Source: an optimization exercise on an open RTL-to-GDS flow (aim: small area). Production flows keep margins and buffers that such runs may drop. At most, simulation tests tie the RTL to the original design; equivalence was not proved.

==> inputs of v20 <==
==> flow/design.v (excerpt) <==
module ptc_rx (
    input  wire        clk,
    input  wire        rst,
    input  wire [4:0]  edge_stb,
    input  wire [31:0] ts,
    input  wire        ms_tick,
    input  wire        cmd_stb,
    input  wire [7:0]  cmd,
    input  wire [31:0] arg_a,
    output reg         res_stb,
    output reg         res,
    output wire [4:0]  msg_stb,
    output wire [31:0] msg_aur,
    output wire [31:0] msg_wt4,
    output wire [29:0] msg_liv,
    output wire [23:0] msg_kop,
    output wire [35:0] msg_quh
);
    localparam [3:0] OP_EDGE    = 4'd1;
    localparam [3:0] OP_ENABLE  = 4'd2;
    localparam [3:0] OP_DISABLE = 4'd3;
    localparam [3:0] OP_INIT    = 4'd4;
    localparam [3:0] OP_POLL    = 4'd5;
    localparam [3:0] OP_ISRECV  = 4'd6;
    localparam [3:0] OP_CBRET   = 4'd7;
    reg        isr_pend;
    reg [2:0]  isr_pid;
    reg [15:0] isr_leftn;    
    wire [3:0] op  = cmd[7:4];
    wire [2:0] pid = cmd[2:0];
    wire cmd_ok = cmd_stb && !cmd[3] && !(pid[2] && (pid[1] || pid[0]));    
    wire cmd_acc = cmd_ok && (!isr_pend || op == OP_EDGE || op == OP_CBRET);
    wire [4:0] sel = 5'b00001 << pid;
    wire [4:0] c_edge    = (cmd_acc && op == OP_EDGE)    ? sel : 5'd0;
    wire [4:0] c_enable  = (cmd_acc && op == OP_ENABLE)  ? sel : 5'd0;
    wire [4:0] c_disable = (cmd_acc && op == OP_DISABLE) ? sel : 5'd0;
    wire [4:0] c_init    = (cmd_acc && op == OP_INIT)    ? sel : 5'd0;
    wire [4:0] c_cbret   = (cmd_acc && op == OP_CBRET)   ? sel : 5'd0;
    wire       c_poll    = cmd_acc && op == OP_POLL;
    wire       c_isrecv  = cmd_acc && op == OP_ISRECV;
    wire [4:0] ev_arg = c_edge & ~edge_stb;
    wire [4:0] recv_next;
    wire [8:0] mb;
    wire [7:0] init_mm1;
    assign mb[0] = |arg_a[7:0];
    genvar gi;
    generate
        for (gi = 0; gi < 8; gi = gi + 1) begin : g_mm1
            assign init_mm1[gi] = arg_a[gi] ^ mb[gi];
            assign mb[gi+1]     = !arg_a[gi] & mb[gi];
  ...
export LEC_CHECK = 0
export CAP_MARGIN = 20
export CORE_MARGIN = 2
export CORE_UTILIZATION = 40
export CTS_CLUSTER_DIAMETER = 60
export CTS_CLUSTER_SIZE = 20
export PLACE_DENSITY = 0.6
export SLEW_MARGIN = 20
export SYNTH_HIERARCHICAL = 1
create_clock -name core_clock -period 12.0 [get_ports {clk}]
standard.sh (not shown) runs the stock make flow with config.mk's settings and CLKGATE_MAP_FILE= SYNTH_SCRIPT=/design/flow/synth_recipe.tcl, a recipe that flattens the netlist after the stock synthesis.
==> flow/flow/run.sh <==
#!/bin/bash
# The standard layout, with the smallest buffer on each port instead of the
# default port buffer, and the synthesis buffers removed at floorplan so that
# repair_design buffers only what the placed design needs.
set -euo pipefail
export BUFFER_PORTS_ARGS="-buffer_cell sky130_fd_sc_hd__buf_1"
export REMOVE_ABC_BUFFERS=1
bash standard.sh > flow_make.log 2>&1
==> inputs of v2, as changes to v20 <==
--- a/flow/design.v
+++ b/flow/design.v
@@ -35,34 +35,35 @@
     reg          en;
     reg          insync;
     reg [KW-1:0] k;
     reg          ph;
     reg          first;
     wire [W-1:0] cand;
     reg          px;
+    reg          pm;          
     wire [W-1:0] prev;
     reg  [7:0]   rep;
     reg  [7:0]   mm1;         
     reg          in_cb;
-    wire [31:0]  ltn;         
+    wire [31:0]  lt;          
     wire        ev  = ev_ts | ev_arg;
     wire        act = ev & en;
     wire [31:0] xn;
     wire        c_short, c_long, in_sync;
     wire        st_ld = act | rst;
     ptc_stamp u_stamp (
         .clk(clk), .ts(ts), .arg(arg),
-        .s_ts(ev_ts & !rst), .s_arg(!ev_ts & !rst), .ld(st_ld), .hold(!st_ld),
-        .xn(xn), .ltn(ltn)
+        .s_ts(ev_ts & !rst), .s_arg(!ev_ts & !rst), .ldn(!st_ld), .hold(!st_ld),
+        .xn(xn), .lt(lt)
     );
     ptc_class #(
         .N(N), .SHORT_LO(SHORT_LO), .SHORT_HI(SHORT_HI), .LONG_LO(LONG_LO),
         .LONG_HI(LONG_HI), .SYNC_LO(SYNC_LO), .SYNC_HI(SYNC_HI)
     ) u_class (
-        .xn(xn), .ltn(ltn), .c_short(c_short), .c_long(c_long), .c_sync(in_sync)
+        .xn(xn), .lt(lt), .c_short(c_short), .c_long(c_long), .c_sync(in_sync)
     );
     reg sym_more, sym_bit, sym_b;
     always @* begin
         case (KIND)
             KIND_PW2: begin
                 sym_more = !ph && c_short;
                 sym_bit  = ph && (c_short || c_long);
@@ -91,15 +92,16 @@
         end
     endgenerate
     wire [W-1:0] sh_cand = {cand[W-2:0], sym_b};
     wire         bit_ok  = act && insync && sym_bit;
     wire         last    = (k == W - 1);
     wire         bad_cst = (HASCONST != 0) && (k == 8) && (sh_cand[2:0] != 3'b110);
     wire         valid   = bit_ok && last && ((HASPAR == 0) || !(px ^ sym_b));
-    wire         match = (sh_cand == prev);
+    wire         bmatch = (sym_b == cand[W-1]);
+    wire         match  = pm && bmatch;
     wire         hit   = match ? (rep == mm1) : (mm1 == 8'd0);
     wire [8:0]   rc;
     wire [7:0]   rep1;
     assign rc[0] = 1'b1;
     generate
         for (gi = 0; gi < 8; gi = gi + 1) begin : g_rep
             assign rep1[gi]  = rep[gi] ^ rc[gi];
@@ -128,22 +130,27 @@
     wire [KW-1:0] n_k = act ? (insync ? (sym_bit ? k1 : k) : {KW{1'b0}}) : k;
     assign recv_next = n_insync && (|n_k[KW-1:2]);
     always @(posedge clk) begin
         if (act) begin
             ph    <= insync && sym_more;
             first <= c_long;
             k     <= n_k;
-            if (!insync)
+            if (!insync) begin
                 px <= 1'b0;
-            else if (sym_bit)
+                pm <= 1'b1;
+            end else if (sym_bit) begin
                 px <= !last && (px ^ sym_b);
+                pm <= last || (pm && bmatch);
+            end
         end
     end
-    wire c_sh = act && sym_bit;
-    ptc_shift #(.W(W)) u_cand (.clk(clk), .ld(c_sh), .hold(!c_sh), .b(sym_b), .q(cand));
+    wire c_sh = act && insync && sym_bit;
+    wire c_pl = act && !insync;
+    ptc_cand #(.W(W)) u_cand (.clk(clk), .pl(c_pl), .sh(c_sh), .hold(!c_sh && !c_pl),
+                              .p(prev), .b(sym_b), .q(cand));
     ptc_hold  #(.W(W)) u_prev (.clk(clk), .ld(valid), .hold(!valid), .d(sh_cand), .q(prev));
     ptc_hold  #(.W(W)) u_msg  (.clk(clk), .ld(disp && !rst), .hold(!disp && !rst),
                                .d(sh_cand), .q(msg));
     always @(posedge clk) begin
         if (rst) begin
             en      <= 1'b0;
             insync  <= 1'b0;
@@ -170,77 +177,78 @@
 endmodule
 module ptc_stamp (
     input  wire        clk,
     input  wire [31:0] ts,
     input  wire [31:0] arg,
     input  wire        s_ts,
     input  wire        s_arg,
-    input  wire        ld,
-    input  wire        hold,
+    input  wire        ldn,       
+    input  wire        hold,      
     output wire [31:0] xn,
-    output reg  [31:0] ltn
+    output reg  [31:0] lt
 );
     assign xn = ~((ts & {32{s_ts}}) | (arg & {32{s_arg}}));
     always @(posedge clk)
-        ltn <= (xn & {32{ld}}) | (ltn & {32{hold}});
+        lt <= (~xn & ~{32{ldn}}) | (lt & {32{hold}});
 endmodule
 module ptc_class #(
     parameter integer N        = 13,
     parameter integer SHORT_LO = 350,
     parameter integer SHORT_HI = 650,
     parameter integer LONG_LO  = 1050,
     parameter integer LONG_HI  = 1950,
     parameter integer SYNC_LO  = 2800,
     parameter integer SYNC_HI  = 5200
 ) (
     input  wire [31:0] xn,
-    input  wire [31:0] ltn,
+    input  wire [31:0] lt,
     output wire        c_short,
     output wire        c_long,
     output wire        c_sync
 );
-    wire [31:0] x = ~xn;
-    wire [31:0] p = x ^ ltn;
-    wire [31:0] g = x & ltn;
+    wire [31:0] p = xn ^ lt;
+    wire [31:0] g = xn & lt;
     wire [N:0]  c;
-    assign c[0] = 1'b1;
+    assign c[0] = 1'b0;
     genvar gi;
     generate
         for (gi = 0; gi < N; gi = gi + 1) begin : g_add
             assign c[gi+1] = g[gi] | (p[gi] & c[gi]);
         end
     endgenerate
-    wire [N-1:0] d = p[N-1:0] ^ c[N-1:0];
-    wire [31:N]  z = {g[30:N] | p[30:N], c[N]};
-    wire hz = (p[31:N] == z);
+    wire [N-1:0] d  = ~(p[N-1:0] ^ c[N-1:0]);
+    wire [31:N]  cy = {g[30:N], c[N]};
+    wire hz = &(p[31:N] ^ cy);
     function automatic ge_c(input [N-1:0] v, input integer cst);
         integer i;
         reg r;
         begin
             r = 1'b1;
             for (i = 0; i < N; i = i + 1)
                 r = ((cst >> i) & 1) ? (v[i] & r) : (v[i] | r);
             ge_c = r;
         end
     endfunction
     assign c_short = hz && ge_c(d, SHORT_LO) && !ge_c(d, SHORT_HI);
     assign c_long  = hz && ge_c(d, LONG_LO)  && !ge_c(d, LONG_HI);
     assign c_sync  = hz && ge_c(d, SYNC_LO)  && !ge_c(d, SYNC_HI);
 endmodule
-module ptc_shift #(
+module ptc_cand #(
     parameter integer W = 32
 ) (
     input  wire         clk,
-    input  wire         ld,
+    input  wire         pl,
+    input  wire         sh,
     input  wire         hold,
+    input  wire [W-1:0] p,
     input  wire         b,
     output reg  [W-1:0] q
 );
     always @(posedge clk)
-        q <= ({q[W-2:0], b} & {W{ld}}) | (q & {W{hold}});
+        q <= (p & {W{pl}}) | ({q[W-2:0], b} & {W{sh}}) | (q & {W{hold}});
 endmodule
 module ptc_hold #(
     parameter integer W = 32
 ) (
     input  wire         clk,
     input  wire         ld,
     input  wire         hold,
CORE_UTILIZATION = 55   (was 40)
CTS_CLUSTER_DIAMETER = 90   (was 60)
CTS_CLUSTER_SIZE = 25   (was 20)
PLACE_DENSITY = 0.68   (was 0.6)
==> inputs of v15, as changes to v20 <==
--- a/flow/design.v
+++ b/flow/design.v
@@ -35,34 +35,35 @@
     reg          en;
     reg          insync;
     reg [KW-1:0] k;
     reg          ph;
     reg          first;
     wire [W-1:0] cand;
     reg          px;
+    reg          pm;          
     wire [W-1:0] prev;
     reg  [7:0]   rep;
     reg  [7:0]   mm1;         
     reg          in_cb;
-    wire [31:0]  ltn;         
+    wire [31:0]  lt;          
     wire        ev  = ev_ts | ev_arg;
     wire        act = ev & en;
     wire [31:0] xn;
     wire        c_short, c_long, in_sync;
     wire        st_ld = act | rst;
     ptc_stamp u_stamp (
         .clk(clk), .ts(ts), .arg(arg),
-        .s_ts(ev_ts & !rst), .s_arg(!ev_ts & !rst), .ld(st_ld), .hold(!st_ld),
-        .xn(xn), .ltn(ltn)
+        .s_ts(ev_ts & !rst), .s_arg(!ev_ts & !rst), .ldn(!st_ld), .hold(!st_ld),
+        .xn(xn), .lt(lt)
     );
     ptc_class #(
         .N(N), .SHORT_LO(SHORT_LO), .SHORT_HI(SHORT_HI), .LONG_LO(LONG_LO),
         .LONG_HI(LONG_HI), .SYNC_LO(SYNC_LO), .SYNC_HI(SYNC_HI)
     ) u_class (
-        .xn(xn), .ltn(ltn), .c_short(c_short), .c_long(c_long), .c_sync(in_sync)
+        .xn(xn), .lt(lt), .c_short(c_short), .c_long(c_long), .c_sync(in_sync)
     );
     reg sym_more, sym_bit, sym_b;
     always @* begin
         case (KIND)
             KIND_PW2: begin
                 sym_more = !ph && c_short;
                 sym_bit  = ph && (c_short || c_long);
@@ -91,15 +92,16 @@
         end
     endgenerate
     wire [W-1:0] sh_cand = {cand[W-2:0], sym_b};
     wire         bit_ok  = act && insync && sym_bit;
     wire         last    = (k == W - 1);
     wire         bad_cst = (HASCONST != 0) && (k == 8) && (sh_cand[2:0] != 3'b110);
     wire         valid   = bit_ok && last && ((HASPAR == 0) || !(px ^ sym_b));
-    wire         match = (sh_cand == prev);
+    wire         bmatch = (sym_b == cand[W-1]);
+    wire         match  = pm && bmatch;
     wire         hit   = match ? (rep == mm1) : (mm1 == 8'd0);
     wire [8:0]   rc;
     wire [7:0]   rep1;
     assign rc[0] = 1'b1;
     generate
         for (gi = 0; gi < 8; gi = gi + 1) begin : g_rep
             assign rep1[gi]  = rep[gi] ^ rc[gi];
@@ -128,22 +130,27 @@
     wire [KW-1:0] n_k = act ? (insync ? (sym_bit ? k1 : k) : {KW{1'b0}}) : k;
     assign recv_next = n_insync && (|n_k[KW-1:2]);
     always @(posedge clk) begin
         if (act) begin
             ph    <= insync && sym_more;
             first <= c_long;
             k     <= n_k;
-            if (!insync)
+            if (!insync) begin
                 px <= 1'b0;
-            else if (sym_bit)
+                pm <= 1'b1;
+            end else if (sym_bit) begin
                 px <= !last && (px ^ sym_b);
+                pm <= last || (pm && bmatch);
+            end
         end
     end
-    wire c_sh = act && sym_bit;
-    ptc_shift #(.W(W)) u_cand (.clk(clk), .ld(c_sh), .hold(!c_sh), .b(sym_b), .q(cand));
+    wire c_sh = act && insync && sym_bit;
+    wire c_pl = act && !insync;
+    ptc_cand #(.W(W)) u_cand (.clk(clk), .pl(c_pl), .sh(c_sh), .hold(!c_sh && !c_pl),
+                              .p(prev), .b(sym_b), .q(cand));
     ptc_hold  #(.W(W)) u_prev (.clk(clk), .ld(valid), .hold(!valid), .d(sh_cand), .q(prev));
     ptc_hold  #(.W(W)) u_msg  (.clk(clk), .ld(disp && !rst), .hold(!disp && !rst),
                                .d(sh_cand), .q(msg));
     always @(posedge clk) begin
         if (rst) begin
             en      <= 1'b0;
             insync  <= 1'b0;
@@ -170,90 +177,117 @@
 endmodule
 module ptc_stamp (
     input  wire        clk,
     input  wire [31:0] ts,
     input  wire [31:0] arg,
     input  wire        s_ts,
     input  wire        s_arg,
-    input  wire        ld,
-    input  wire        hold,
+    input  wire        ldn,       
+    input  wire        hold,      
     output wire [31:0] xn,
-    output reg  [31:0] ltn
+    output reg  [31:0] lt
 );
     assign xn = ~((ts & {32{s_ts}}) | (arg & {32{s_arg}}));
     always @(posedge clk)
-        ltn <= (xn & {32{ld}}) | (ltn & {32{hold}});
+        lt <= (~xn & ~{32{ldn}}) | (lt & {32{hold}});
 endmodule
 module ptc_class #(
     parameter integer N        = 13,
     parameter integer SHORT_LO = 350,
     parameter integer SHORT_HI = 650,
     parameter integer LONG_LO  = 1050,
     parameter integer LONG_HI  = 1950,
     parameter integer SYNC_LO  = 2800,
     parameter integer SYNC_HI  = 5200
 ) (
     input  wire [31:0] xn,
-    input  wire [31:0] ltn,
+    input  wire [31:0] lt,
     output wire        c_short,
     output wire        c_long,
     output wire        c_sync
 );
-    wire [31:0] x = ~xn;
-    wire [31:0] p = x ^ ltn;
-    wire [31:0] g = x & ltn;
-    wire [N:0]  c;
-    assign c[0] = 1'b1;
+    wire [31:0]  p, g;
+    wire [N:0]   c;
+    wire [N-1:0] s;
     genvar gi;
     generate
-        for (gi = 0; gi < N; gi = gi + 1) begin : g_add
-            assign c[gi+1] = g[gi] | (p[gi] & c[gi]);
+        for (gi = 0; gi < 32; gi = gi + 1) begin : g_ha
+            if (gi == 0 || gi >= N) begin : g_h
+                ptc_ha u_ha (.a(xn[gi]), .b(lt[gi]), .s(p[gi]), .co(g[gi]));
+            end
+        end
+        for (gi = 1; gi < N; gi = gi + 1) begin : g_fa
+            ptc_fa u_fa (.a(xn[gi]), .b(lt[gi]), .ci(c[gi]), .s(s[gi]), .co(c[gi+1]));
         end
     endgenerate
-    wire [N-1:0] d = p[N-1:0] ^ c[N-1:0];
-    wire [31:N]  z = {g[30:N] | p[30:N], c[N]};
-    wire hz = (p[31:N] == z);
+    assign c[0] = 1'b0;
+    assign c[1] = g[0];
+    assign s[0] = p[0];
+    wire [N-1:0] d  = ~s;
+    wire [31:N]  cy = {g[30:N], c[N]};
+    wire hz = &(p[31:N] ^ cy);
     function automatic ge_c(input [N-1:0] v, input integer cst);
         integer i;
         reg r;
         begin
             r = 1'b1;
             for (i = 0; i < N; i = i + 1)
                 r = ((cst >> i) & 1) ? (v[i] & r) : (v[i] | r);
             ge_c = r;
         end
     endfunction
     assign c_short = hz && ge_c(d, SHORT_LO) && !ge_c(d, SHORT_HI);
     assign c_long  = hz && ge_c(d, LONG_LO)  && !ge_c(d, LONG_HI);
     assign c_sync  = hz && ge_c(d, SYNC_LO)  && !ge_c(d, SYNC_HI);
 endmodule
-module ptc_shift #(
+module ptc_cand #(
     parameter integer W = 32
 ) (
     input  wire         clk,
-    input  wire         ld,
+    input  wire         pl,
+    input  wire         sh,
     input  wire         hold,
+    input  wire [W-1:0] p,
     input  wire         b,
     output reg  [W-1:0] q
 );
     always @(posedge clk)
-        q <= ({q[W-2:0], b} & {W{ld}}) | (q & {W{hold}});
+        q <= (p & {W{pl}}) | ({q[W-2:0], b} & {W{sh}}) | (q & {W{hold}});
 endmodule
 module ptc_hold #(
     parameter integer W = 32
 ) (
     input  wire         clk,
     input  wire         ld,
     input  wire         hold,
     input  wire [W-1:0] d,
     output reg  [W-1:0] q
 );
     always @(posedge clk)
         q <= (d & {W{ld}}) | (q & {W{hold}});
 endmodule
+module ptc_ha (
+    input  wire a,
+    input  wire b,
+    output wire s,
+    output wire co
+);
+    assign s  = a ^ b;
+    assign co = a & b;
+endmodule
+module ptc_fa (
+    input  wire a,
+    input  wire b,
+    input  wire ci,
+    output wire s,
+    output wire co
+);
+    assign s  = a ^ b ^ ci;
+    assign co = (a & b) | (ci & (a ^ b));
+endmodule
 module ptc_rx (
     input  wire        clk,
     input  wire        rst,
     input  wire [4:0]  edge_stb,
     input  wire [31:0] ts,
     input  wire        ms_tick,
     input  wire        cmd_stb,
CORE_UTILIZATION = 55   (was 40)
CTS_CLUSTER_SIZE = 30   (was 20)
PLACE_DENSITY = 0.68   (was 0.6)
==> flow_summary.yaml <==
outcome:
  status: "no timing/DRC/antenna violations"
floorplanning:
  rows: 109
worst_setup_path:
  regToRegStartpoint: "u_wt4.u_stamp.ltn[1]"
global_routing:
  grt_max_degree: 59
power_and_ir_drop:
  p_clk_share_pct: 41.8
layout:
  multi_input_area_mm2: 0.0175
That was v20.
==> flow_summary.yaml <==
global_routing:
  grt_max_degree: 65
layout:
  multi_input_area_mm2: 0.0162
  design_area_mm2: 0.0373
worst_setup_path:
  regToRegStartpoint: "u_aur.u_stamp.lt[1]"
  required_ns: 12.29
drt:
  top_layer: "met4"
outcome:
  status: "no timing/DRC/antenna violations"
power_and_ir_drop:
  p_clk_share_pct: 31.7
That was v2.
==> flow_summary.yaml <==
outcome:
  status: "no timing/DRC/antenna violations"
power_and_ir_drop:
  p_clk_share_pct: 37.0
floorplanning:
  rows: 92
yosys:
  synth_seq_cells: 783
global_routing:
  grt_max_degree: 65
worst_setup_path:
  regToRegStartpoint: "u_aur.u_stamp.lt[0]"
That was v15.
No functional check of the RTL was part of v20 and v15.

static timing again, ports no longer ideal:
How much do the figures lean on ideal ports? The routed layouts below were timed once more, with nothing changed but the port constraints.
Step 1 (the two cells are an assumption about what drives the block):
set clk [get_ports {clk}]
set_driving_cell -lib_cell sky130_fd_sc_hd__clkbuf_16 $clk
set_driving_cell -lib_cell sky130_fd_sc_hd__buf_2 [delete_from_list [all_inputs] $clk]
Step 2 times the ports against the registers' clock, not the clock port: input delays grow and output delays shrink by t, the midpoint of the rising clock arrivals with the driver on.
Three values: ideal ports, drivers, drivers and shift; two values: the first two.
run	shift t [ns]	setup WS [ns]	worst setup path after step 2	pins driven straight from the clock port
v20	0.690	1.025 / 1.030 / 0.340	input to register	1
v2	0.663	0.753 / 0.791 / 0.127	input to register	1
v15	0.689	1.144 / 1.187 / 0.498	input to register	1
After both steps setup and hold are still met in every run listed. For v20, which loses most, drivers alone change the setup slack by +0.005 ns; drivers and shift together by -0.685 ns.
